What follows belongs to an exercise in optimizing a design on an open flow for small area, a short achievable clock period and few clock cycles; a production flow would make more cautious choices.
Function was checked by simulation only, so behaviour that the tests miss may differ from the original.
Power and IR drop assume default switching activity.

==> design/flow/config.mk <==
export PLATFORM = sky130hd
export DESIGN_NAME = tpfc
export DESIGN_NICKNAME = tpfc
export VERILOG_FILES = /design/flow/design.v
export SDC_FILE = /design/flow/constraint.sdc
export NUM_CORES = 4
export LEC_CHECK = 0
export CAP_MARGIN = 20
export CORE_MARGIN = 2
export CORE_UTILIZATION = 25
export PLACE_DENSITY = 0.5
export SLEW_MARGIN = 20
==> design/flow/constraint.sdc <==
create_clock -name core_clock -period 8.0 [get_ports {clk}]
set_input_delay 1.6000 -clock core_clock [delete_from_list [all_inputs] [get_ports {clk}]]
set_output_delay 1.6000 -clock core_clock [all_outputs]
set_load 0.01 [all_outputs]
==> design/flow/design.v <==
module tpfc (
    input  wire        clk,
    input  wire        rst,
    output wire        ready,
    input  wire        reg_req,
    input  wire        reg_we,
    input  wire [5:0]  reg_addr,
    input  wire [31:0] reg_wdata,
    output reg  [31:0] reg_rdata,
    input  wire        fb_req,
    input  wire        fb_we,
    input  wire [16:0] fb_addr,
    input  wire [7:0]  fb_wdata,
    output reg  [7:0]  fb_rdata,
    input  wire        cmd_valid,
    input  wire [15:0] cmd
);
    localparam integer FB_SIZE     = 40;
    localparam integer MAX_PAYLOAD = 32;
    localparam [7:0]   TPIDX_MAX   = 8'd1;
    localparam [7:0]   SYNC1       = 8'hB5;
    localparam [7:0]   SYNC2       = 8'h62;
    localparam [3:0] E_OK     = 4'd0;
    localparam [3:0] E_RATIO  = 4'd1;
    localparam [3:0] E_INDEX  = 4'd2;
    localparam [3:0] E_TRUNC  = 4'd3;
    localparam [3:0] E_SYNC   = 4'd4;
    localparam [3:0] E_LENGTH = 4'd5;
    localparam [3:0] E_CKSUM  = 4'd6;
    localparam [3:0] E_ILLEGAL= 4'd7;
    localparam [3:0] E_RANGE  = 4'd8;
    localparam [2:0] S_IDLE  = 3'd0;
    localparam [2:0] S_R2F   = 3'd1;
    localparam [2:0] S_TP1   = 3'd2;
    localparam [2:0] S_TP2   = 3'd3;
    localparam [2:0] S_RST   = 3'd4;
    localparam [2:0] S_POLL  = 3'd5;
    localparam [2:0] S_HDR   = 3'd6;
    localparam [2:0] S_SUM   = 3'd7;
    localparam [1:0] M_RANGE = 2'd0;
    localparam [1:0] M_FRAME = 2'd1;
    localparam [1:0] M_VAL   = 2'd2;
    reg [3:0]  err;
    reg        sealed;
    reg [7:0]  ck_a, ck_b;
    reg [7:0]  cls, id;
    reg [15:0] plen;
    reg [16:0] flen;
    reg [16:0] rstart, rcount;
    reg [7:0]  tpidx;
    reg [31:0] freq, freqlock, ratio, ratiolock;
    reg [15:0] antdelay, rfdelay;
    reg [31:0] userdelay, flags;
    reg [15:0] navbbr;
    reg [7:0]  resetmode;
    reg [31:0] fixed;
    wire [7:0] fb [0:FB_SIZE-1];      
    reg [2:0]  state;
    reg [1:0]  mode;
    reg        conv_sel;      
    reg [5:0]  idx;           
    reg [5:0]  cnt;           
    reg [7:0]  sa, sb;        
    reg [31:0] r1;            
    assign ready = (state == S_IDLE);
    wire acc_cmd = ready && !rst && cmd_valid;
    wire acc_reg = ready && !rst && !cmd_valid && reg_req;
    wire acc_fb  = ready && !rst && !cmd_valid && !reg_req && fb_req;
    wire [31:0] conv_in = conv_sel ? ratiolock : ratio;
    wire        cv_s = conv_in[31];
    wire [7:0]  cv_e = conv_in[30:23];
    wire [22:0] cv_t = conv_in[22:0];
    wire [23:0] cv_m = {1'b1, cv_t};
    wire cv_invalid = (cv_e == 8'd255) ||
                      (cv_s && (cv_e != 8'd0 || cv_t != 23'd0)) ||
                      (cv_e >= 8'd127);
    wire [7:0]  cv_k = cv_e - 8'd118;         
    wire [7:0]  cv_j = 8'd118 - cv_e;         
    wire [33:0] cv_rnd = {10'd0, cv_m} + (34'd1 << (cv_j - 8'd1));
    wire [33:0] cv_rsh = cv_rnd >> cv_j;
    wire [31:0] cv_lsh = {8'd0, cv_m} << cv_k[3:0];
    reg [31:0] cv_out;
    always @(*) begin
        if (cv_e == 8'd0)
            cv_out = 32'd0;
        else if (cv_e >= 8'd118)
            cv_out = cv_lsh;
        else if (cv_j > 8'd25)
            cv_out = 32'd0;
        else
            cv_out = cv_rsh[31:0];
    end
    wire [7:0] op  = cmd[15:8];
    wire [7:0] imm = cmd[7:0];
    wire d_ckclr   = (op == 8'h01) && (imm == 8'h00);
    wire d_ckbyte  = (op == 8'h02);
    wire d_ckrange = (op == 8'h03) && (imm == 8'h00);
    wire d_r2f     = (op == 8'h10) && (imm[7:1] == 7'd0);
    wire d_encode  = (op == 8'h20) && (imm == 8'h00);
    wire d_valid   = (op == 8'h21) && (imm == 8'h00);
    wire d_bldtp   = (op == 8'h30) && (imm == 8'h00);
    wire d_bldrst  = (op == 8'h31) && (imm == 8'h00);
    wire d_bldpoll = (op == 8'h32) && (imm == 8'h00);
    wire [7:0] ckb_a = ck_a + imm;
    wire [7:0] ckb_b = ck_b + ckb_a;
    wire [7:0] sum_byte = fb[idx];
    wire [7:0] nsa = sa + sum_byte;
    wire [7:0] nsb = sb + nsa;
    wire [17:0] range_end = {1'b0, rstart} + {1'b0, rcount};
    wire [15:0] fb_len    = {fb[5], fb[4]};
    wire [16:0] flen_m8   = flen - 17'd8;
    reg [31:0] rd_mux;
    always @(*) begin
        case (reg_addr)
            6'h00: rd_mux = {27'd0, sealed, err};
            6'h01: rd_mux = {16'd0, ck_b, ck_a};
            6'h02: rd_mux = {24'd0, cls};
            6'h03: rd_mux = {24'd0, id};
            6'h04: rd_mux = {16'd0, plen};
            6'h05: rd_mux = {15'd0, flen};
            6'h06: rd_mux = {15'd0, rstart};
            6'h07: rd_mux = {15'd0, rcount};
            6'h08: rd_mux = {24'd0, tpidx};
            6'h09: rd_mux = freq;
            6'h0A: rd_mux = freqlock;
            6'h0B: rd_mux = ratio;
            6'h0C: rd_mux = ratiolock;
            6'h0D: rd_mux = {16'd0, antdelay};
            6'h0E: rd_mux = {16'd0, rfdelay};
            6'h0F: rd_mux = userdelay;
            6'h10: rd_mux = flags;
            6'h11: rd_mux = {16'd0, navbbr};
            6'h12: rd_mux = {24'd0, resetmode};
            6'h13: rd_mux = fixed;
            6'h14: rd_mux = {6'd0, 1'b0, 1'b0, TPIDX_MAX, SYNC2, SYNC1};
            6'h15: rd_mux = MAX_PAYLOAD;
            default: rd_mux = 32'd0;
        endcase
    end
    always @(posedge clk) begin
        if (acc_reg && !reg_we)
            reg_rdata <= rd_mux;
        if (acc_fb && !fb_we)
            fb_rdata <= (fb_addr < 17'd40) ? fb[fb_addr[5:0]] : 8'd0;
    end
    wire wr_host = acc_fb && fb_we && (fb_addr < 17'd40);
    wire wr_hdr  = (state == S_HDR);
    wire wr_tp   = (state == S_TP2) && !cv_invalid && (tpidx <= TPIDX_MAX);
    wire wr_rst  = (state == S_RST);
    wire wr_poll = (state == S_POLL);
    wire wr_ck   = (state == S_SUM) && (cnt == 6'd0) && (mode == M_FRAME);
    wire [255:0] tp_payload = {flags, userdelay, cv_out, r1, freqlock, freq,
                               rfdelay, antdelay, 16'h0000, 8'h01, tpidx};
    wire [31:0]  rst_payload = {8'h00, resetmode, navbbr};
    wire [8*FB_SIZE-1:0] tp_image  = {16'd0, tp_payload, 48'd0};
    wire [8*FB_SIZE-1:0] rst_image = {240'd0, rst_payload, 48'd0};
    genvar g;
    generate
        for (g = 0; g < FB_SIZE; g = g + 1) begin : g_fb
            reg [7:0] b;
            assign fb[g] = b;
            always @(posedge clk) begin
                if (wr_host && fb_addr[5:0] == g)
                    b <= fb_wdata;
                if (wr_hdr) begin
                    if (g == 0) b <= SYNC1;
                    if (g == 1) b <= SYNC2;
                    if (g == 2) b <= cls;
                    if (g == 3) b <= id;
                    if (g == 4) b <= plen[7:0];
                    if (g == 5) b <= plen[15:8];
                end
                if (wr_tp && g >= 6 && g < 38)
                    b <= tp_image[g*8 +: 8];
                if (wr_rst && g >= 6 && g < 10)
                    b <= rst_image[g*8 +: 8];
                if (wr_poll && g == 6)
                    b <= tpidx;
                if (wr_ck && idx == g)
                    b <= sa;
                if (wr_ck && idx + 6'd1 == g)
                    b <= sb;
            end
        end
    endgenerate
    always @(posedge clk) begin
        if (rst) begin
            state     <= S_IDLE;
            mode      <= M_RANGE;
            conv_sel  <= 1'b0;
            idx       <= 6'd0;
            cnt       <= 6'd0;
            sa        <= 8'd0;
            sb        <= 8'd0;
            r1        <= 32'd0;
            err       <= E_OK;
            sealed    <= 1'b0;
            ck_a      <= 8'd0;
            ck_b      <= 8'd0;
            cls       <= 8'd0;
            id        <= 8'd0;
            plen      <= 16'd0;
            flen      <= 17'd0;
            rstart    <= 17'd0;
            rcount    <= 17'd0;
            tpidx     <= 8'd0;
            freq      <= 32'd0;
            freqlock  <= 32'd0;
            ratio     <= 32'd0;
            ratiolock <= 32'd0;
            antdelay  <= 16'd0;
            rfdelay   <= 16'd0;
            userdelay <= 32'd0;
            flags     <= 32'd0;
            navbbr    <= 16'd0;
            resetmode <= 8'd0;
            fixed     <= 32'd0;
        end else begin
            if (acc_reg && reg_we) begin
                case (reg_addr)
                    6'h02: cls       <= reg_wdata[7:0];
                    6'h03: id        <= reg_wdata[7:0];
                    6'h04: plen      <= reg_wdata[15:0];
                    6'h05: begin
                        flen   <= reg_wdata[16:0];
                        sealed <= 1'b0;
                    end
                    6'h06: rstart    <= reg_wdata[16:0];
                    6'h07: rcount    <= reg_wdata[16:0];
                    6'h08: tpidx     <= reg_wdata[7:0];
                    6'h09: freq      <= reg_wdata;
                    6'h0A: freqlock  <= reg_wdata;
                    6'h0B: ratio     <= reg_wdata;
                    6'h0C: ratiolock <= reg_wdata;
                    6'h0D: antdelay  <= reg_wdata[15:0];
                    6'h0E: rfdelay   <= reg_wdata[15:0];
                    6'h0F: userdelay <= reg_wdata;
                    6'h10: flags     <= reg_wdata;
                    6'h11: navbbr    <= reg_wdata[15:0];
                    6'h12: resetmode <= reg_wdata[7:0];
                    default: ;
                endcase
            end
            if (acc_fb && fb_we)
                sealed <= 1'b0;
            case (state)
                S_IDLE: begin
                    if (acc_cmd) begin
                        if (d_ckclr) begin
                            ck_a <= 8'd0;
                            ck_b <= 8'd0;
                            err  <= E_OK;
                        end else if (d_ckbyte) begin
                            ck_a <= ckb_a;
                            ck_b <= ckb_b;
                            err  <= E_OK;
                        end else if (d_ckrange) begin
                            if (range_end > FB_SIZE) begin
                                err <= E_RANGE;
                            end else begin
                                idx   <= rstart[5:0];
                                cnt   <= rcount[5:0];
                                sa    <= 8'd0;
                                sb    <= 8'd0;
                                mode  <= M_RANGE;
                                state <= S_SUM;
                            end
                        end else if (d_r2f) begin
                            conv_sel <= imm[0];
                            state    <= S_R2F;
                        end else if (d_encode) begin
                            if (plen > MAX_PAYLOAD)
                                err <= E_RANGE;
                            else
                                state <= S_HDR;
                        end else if (d_valid) begin
                            if (flen > FB_SIZE) begin
                                err    <= E_RANGE;
                                sealed <= 1'b0;
                            end else if (flen < 17'd8) begin
                                err    <= E_TRUNC;
                                sealed <= 1'b0;
                            end else if (fb[0] != SYNC1 || fb[1] != SYNC2) begin
                                err    <= E_SYNC;
                                sealed <= 1'b0;
                            end else if ({1'b0, fb_len} != flen_m8) begin
                                err    <= E_LENGTH;
                                sealed <= 1'b0;
                            end else begin
                                idx   <= 6'd2;
                                cnt   <= flen[5:0] - 6'd4;
                                sa    <= 8'd0;
                                sb    <= 8'd0;
                                mode  <= M_VAL;
                                state <= S_SUM;
                            end
                        end else if (d_bldtp) begin
                            conv_sel <= 1'b0;
                            state    <= S_TP1;
                        end else if (d_bldrst) begin
                            state <= S_RST;
                        end else if (d_bldpoll) begin
                            if (tpidx > TPIDX_MAX)
                                err <= E_INDEX;
                            else
                                state <= S_POLL;
                        end else begin
                            err <= E_ILLEGAL;
                        end
                    end
                end
                S_R2F: begin
                    if (cv_invalid) begin
                        err <= E_RATIO;
                    end else begin
                        fixed <= cv_out;
                        err   <= E_OK;
                    end
                    state <= S_IDLE;
                end
                S_TP1: begin
                    if (cv_invalid) begin
                        err   <= E_RATIO;
                        state <= S_IDLE;
                    end else begin
                        r1       <= cv_out;
                        conv_sel <= 1'b1;
                        state    <= S_TP2;
                    end
                end
                S_TP2: begin
                    if (cv_invalid) begin
                        err   <= E_RATIO;
                        state <= S_IDLE;
                    end else if (tpidx > TPIDX_MAX) begin
                        err   <= E_INDEX;
                        state <= S_IDLE;
                    end else begin
                        cls   <= 8'h06;
                        id    <= 8'h31;
                        plen  <= 16'd32;
                        state <= S_HDR;
                    end
                end
                S_RST: begin
                    cls   <= 8'h06;
                    id    <= 8'h04;
                    plen  <= 16'd4;
                    state <= S_HDR;
                end
                S_POLL: begin
                    cls   <= 8'h06;
                    id    <= 8'h31;
                    plen  <= 16'd1;
                    state <= S_HDR;
                end
                S_HDR: begin
                    idx   <= 6'd2;
                    cnt   <= plen[5:0] + 6'd4;
                    sa    <= 8'd0;
                    sb    <= 8'd0;
                    mode  <= M_FRAME;
                    state <= S_SUM;
                end
                S_SUM: begin
                    if (cnt != 6'd0) begin
                        sa  <= nsa;
                        sb  <= nsb;
                        idx <= idx + 6'd1;
                        cnt <= cnt - 6'd1;
                    end else begin
                        state <= S_IDLE;
                        case (mode)
                            M_RANGE: begin
                                ck_a <= sa;
                                ck_b <= sb;
                                err  <= E_OK;
                            end
                            M_FRAME: begin
                                ck_a   <= sa;
                                ck_b   <= sb;
                                flen   <= {1'b0, plen} + 17'd8;
                                sealed <= 1'b1;
                                err    <= E_OK;
                            end
                            default: begin  
                                ck_a <= sa;
                                ck_b <= sb;
                                if (sa == fb[idx] && sb == fb[idx + 6'd1]) begin
                                    cls    <= fb[2];
                                    id     <= fb[3];
                                    plen   <= fb_len;
                                    sealed <= 1'b1;
                                    err    <= E_OK;
                                end else begin
                                    sealed <= 1'b0;
                                    err    <= E_CKSUM;
                                end
                            end
                        endcase
                    end
                end
                default: state <= S_IDLE;
            endcase
        end
    end
endmodule
==> design/flow/run.sh <==
#!/bin/bash
# synth_recipe.tcl (not shown) runs the flow's synth.tcl, then flattens the netlist and writes it again
# the make line also repeats each setting of config.mk as NAME=value (left out here)
make -C /OpenROAD-flow-scripts/flow DESIGN_CONFIG=/design/flow/config.mk WORK_HOME=/design/flow/orfs CLKGATE_MAP_FILE= SYNTH_SCRIPT=/design/flow/synth_recipe.tcl finish
==> notes.md <==
[metal layers]
layer / part of all wire / vias to the layer above / track usage
met2: 0.40 / 5817 / 0.5558
met4: 0.084 / 14 / 0.2608
li1: - / 26910 / -
met3: 0.12 / 1297 / 0.1242
met5: 0.00019 / - / 0
met1: 0.40 / 33720 / 0.5111
[metrics by stage]
stage	hold slack, ns	cell area [sq um]
2_1_floorplan	0.4251	56090
3_3_place_gp	0.4433	62220
3_5_place_dp	0.4503	62250
4_1_cts	0.4591	65710
5_1_grt	0.4799	65850
6_report	0.4567	65920
[sequential cells by signal, summed over array words and instances (netlist names), 17 cells and up]
register and cells:
freqlock 32, flags 32, g_fb.b 320, rstart 17, fixed 32, reg_rdata 32
rcount 17, freq 32, ratio 32, r1 32, userdelay 32, ratiolock 32
flen 17
[cell usage after synthesis, drive strengths merged (20+ instances only)]
library cell / number
and2: 68
nand2b: 34
nor4: 61
xnor2: 58
a311oi: 45
a22oi: 274
a211oi: 120
nor2: 539
mux2: 74
a22o: 130
a21o: 63
inv: 82
a222oi: 41
a221oi: 203
edfxtp: 360
o22ai: 29
nor3: 112
o221ai: 20
o31ai: 87
a31oi: 52
or3: 50
buf: 83
nand3: 206
nor2b: 26
mux2i: 131
xor2: 35
a21oi: 707
and3: 46
ha: 89
a32oi: 43
o21ai: 430
dfxtp: 458
nand4: 135
o211ai: 71
clkbuf: 561
nand2: 1324
[kinds of logic after synthesis]
kind of cell,synth area share
compound gates,0.3010
xor+xnor,0.01533
fa+ha+maj,0.02200
buf+inv,0.05100
flops,0.3562
mux,0.03904
simple gates,0.2155
[where the power goes]
group,internal [uW],switching [uW]
Combinational,1330,3530
Clock,2780,2160
Sequential,4440,187
Total,8550,5880
[area by class of cell]
class | instances | area, sq um | area share
multi-input combinational | 5602 | 33940 | 0.5148
sequential | 818 | 19990 | 0.3033
timing repair buffer | 527 | 4390 | 0.06660
tap | 2975 | 3722 | 0.05647
clock buffer | 139 | 2864 | 0.04345
clock inverter | 50 | 599.3 | 0.009092
inverter | 90 | 337.8 | 0.005125
antenna | 31 | 77.57 | 0.001177
[layout by cell type, fill, tap and decap left out, drive strengths merged, types with 43 or more instances in the layout]
cell type and n:
nor2 539, nor3 112, o21ai 430, mux2 74, mux2i 131, edfxtp 360
nor4 61, and2 68, nand3 206, o211ai 71, ha 89, nand2 1324
a221oi 203, clkbuf 139, o31ai 87, a21oi 707, a22o 130, xnor2 58
a32oi 43, buf 402, or3 50, a311oi 45, inv 88, dfxtp 458
nand4 135, a211oi 120, clkdlybuf4s50 125, a31oi 52, and3 46, a21o 63
a22oi 274
[critical path: stages (launching register included)]
cell,delay (ns)
dfxtp_2,0.42
mux2i_2,0.29
clkinv_1,0.16
ha_1,0.34
a211oi_1,0.42
a21oi_1,0.09
buf_4,0.17
xnor2_1,0.20
or2_2,0.40
o21ai_0,0.33
nand2_1,0.24
or3_1,0.51
nor3_1,0.21
ha_1,0.33
a21o_1,0.22
or4_1,0.49
a21o_1,0.20
a32oi_1,0.36
nor2b_1,0.32
a31o_2,0.18
a31oi_1,0.09
a21oi_1,0.27
o22ai_1,0.22
a22oi_1,0.59
o221ai_1,0.25
[path summary, 6_finish.rpt]
kind | to | slack [ns] | cells after the start
worst max register to register | g_fb[28].b[1] | 0.38 | 24
worst min-delay path | r1[25] | 0.46 | 2
worst max-delay path | g_fb[28].b[1] | 0.38 | 24
worst min register to register | r1[25] | 0.46 | 2
==> run_results.csv <==
group,metric,value,unit
placed_design,globalplace.congestion,1.161,
min_path,hold_path.class,"register to register",
setup_path,crit_start,"conv_sel",
timing,finalMaxSlewViolations,0,
synthesis,yosys_warnings,1,
timing,post-route-worst-setup-slack,0.3798,ns
clock_network,cts.sink_count,818,
clock_network,tritoncts_clock_tree,"yes",
setup_path,crit_path_end_kind,"register",
setup_path,critical_path_peak_fanout,5,
floorplanning,die_width,477.7,um
synthesis,syn-num-nets,7335,
synthesis,seq_area_frac_synth,0.3562,
timing,timing.clock.skew,0.1134,ns
placed_design,placed_cells_incl_taps,10010,
floorplanning,floorplan.core_area,0.2227,sq mm
timing,worst_pin_slew,1.330,ns
finish,layoutNonFillerInstCount,10230,
clock_network,clkLatencyLatePin,0.83,ns
min_path,hold_start,"r1[25]",
synthesis,synth_ff_type,"dfxtp_1",
finish,final_stage_net_count,7321,
timing,timing.max_slew.rel_slack,0.1101,
finish,fill_cells,23830,
clock_network,ctsResizeCount,0,
grt,via_count_of_the_first_global_routing_pass,60210,
finish,layout-drive-gt1-share,0.1178,
placed_design,place.port_buffers,126,
drt,wl_per_cell,45.82,um
timing,finalSetupViolations,0,
grt,largest_net_degree_at_the_start_of_global_routing,119,
synthesis,synth-edff-count,360,
clock_network,post_cts.repair.setup_buffers,0,
timing,period_needed,7.620,ns
drt,drc,0,
setup_path,cp_data_required_time,8.46,ns
grt,grt_antenna_before_repair,60,
drt,routed-via-count,67760,
synthesis,synth.area.top_cells,"edfxtp_1 19%, dfxtp_1 16%, nand2_1 8.9%, a21oi_1 6.3%, clkbuf_1 3.7%",
synthesis,post-synth-top-area-cell,"edfxtp_1",
clock_network,htree_num_levels,3,
synthesis,syn_area_per_cell,7.840,sq um
floorplanning,floorplan.rows,173,
timing,final.setup.tns,0,ns
synthesis,synth_seq_cells,818,
setup_path,r2r-start,"conv_sel",
drt,final_wl,468800,um
synthesis,yosysUniqueCellTypes,105,
grt,global_route.usage.total,0.3940,
floorplanning,initial_utilization,0.2518,
grt,global_route.overflow_total,0,
finish,final_core_util,0.2960,
synthesis,synthesis.area,0.05609,sq mm
floorplanning,chipHeight,477.7,um
drt,drt_iter0_markers,12790,
clock_network,cts_buffers,101,
synthesis,synthArstFlopShare,0,
floorplanning,die-area,0.2282,sq mm
placed_design,dp_hpwl,358500,um
finish,layout-area-overhead-vs-synth,17.53,%
drt,route.detailed.vias_per_inst,6.623,
timing,max_clock_freq,0.1312,GHz
pwr,irDropWorstVdd,0.2236,mV
floorplanning,total_i_o_pin_count,127,
setup_path,worst_ep_arrival,8.08,ns
drt,first_pass_iters,7,
setup_path,path_class,"register to register",
setup_path,critical_path.startpoint_type,"register",
timing,rsz0062_at_grt,"no",
pwr,power_per_cell_area,219.0,mW/mm^2
grt,first_pass_grt_wire_length,608100,um
timing,timing.final.crit_share,0.9525,
synthesis,yosys.area.top_type_share,0.1927,
pwr,total_leakage_power,0.02222,uW
clock_network,clk_pin_slew,0.06,ns
run,drv_cap,0,
placed_design,place_worst_setup_slack,0.4494,ns
timing,finalHoldViolations,0,
drt,final_antenna_net_count,0,
synthesis,synthesis.instances,7154,
clock_network,clockRootBuffer,"clkbuf_16",
status,run_status,"timing/DRC/antenna clean",
pwr,total_power,14440,uW
clock_network,cts_buffer_depth,3,
clock_network,postCtsHoldBufs,0,
Testbench counts, summed over its fixed seeds: cycles 159,769.

==> static timing again, ports no longer ideal <==
No port has a modelled driver above. Below, the same layout with a new extraction and two added sets of constraints. Step 1: set_driving_cell puts a clkbuf_16 on clk and a buf_2 on each other input, an assumption about the parent block. Step 2 adds t to the input delays and takes it off the output delays; t is the mean of the earliest and latest rising clock arrival at the registers after step 1. Input paths then give back, and output paths get back, about the clock's delay inside the block. a / b / c = ideal / step 1 / step 2; a / b = the first two.
shift t [ns]: 0.866
slack for setup (ns): 0.380 / 0.380 / 0.380
latest minus earliest clock arrival (ns): 0.114 / 0.113
worst register clock-pin slew, ns: 0.08 / 0.08
pins driven straight from the clock port: 1
After both steps this run still meets setup and hold. The setup slack of this run moves by 0.000 ns with the drivers and by 0.000 ns with both steps.
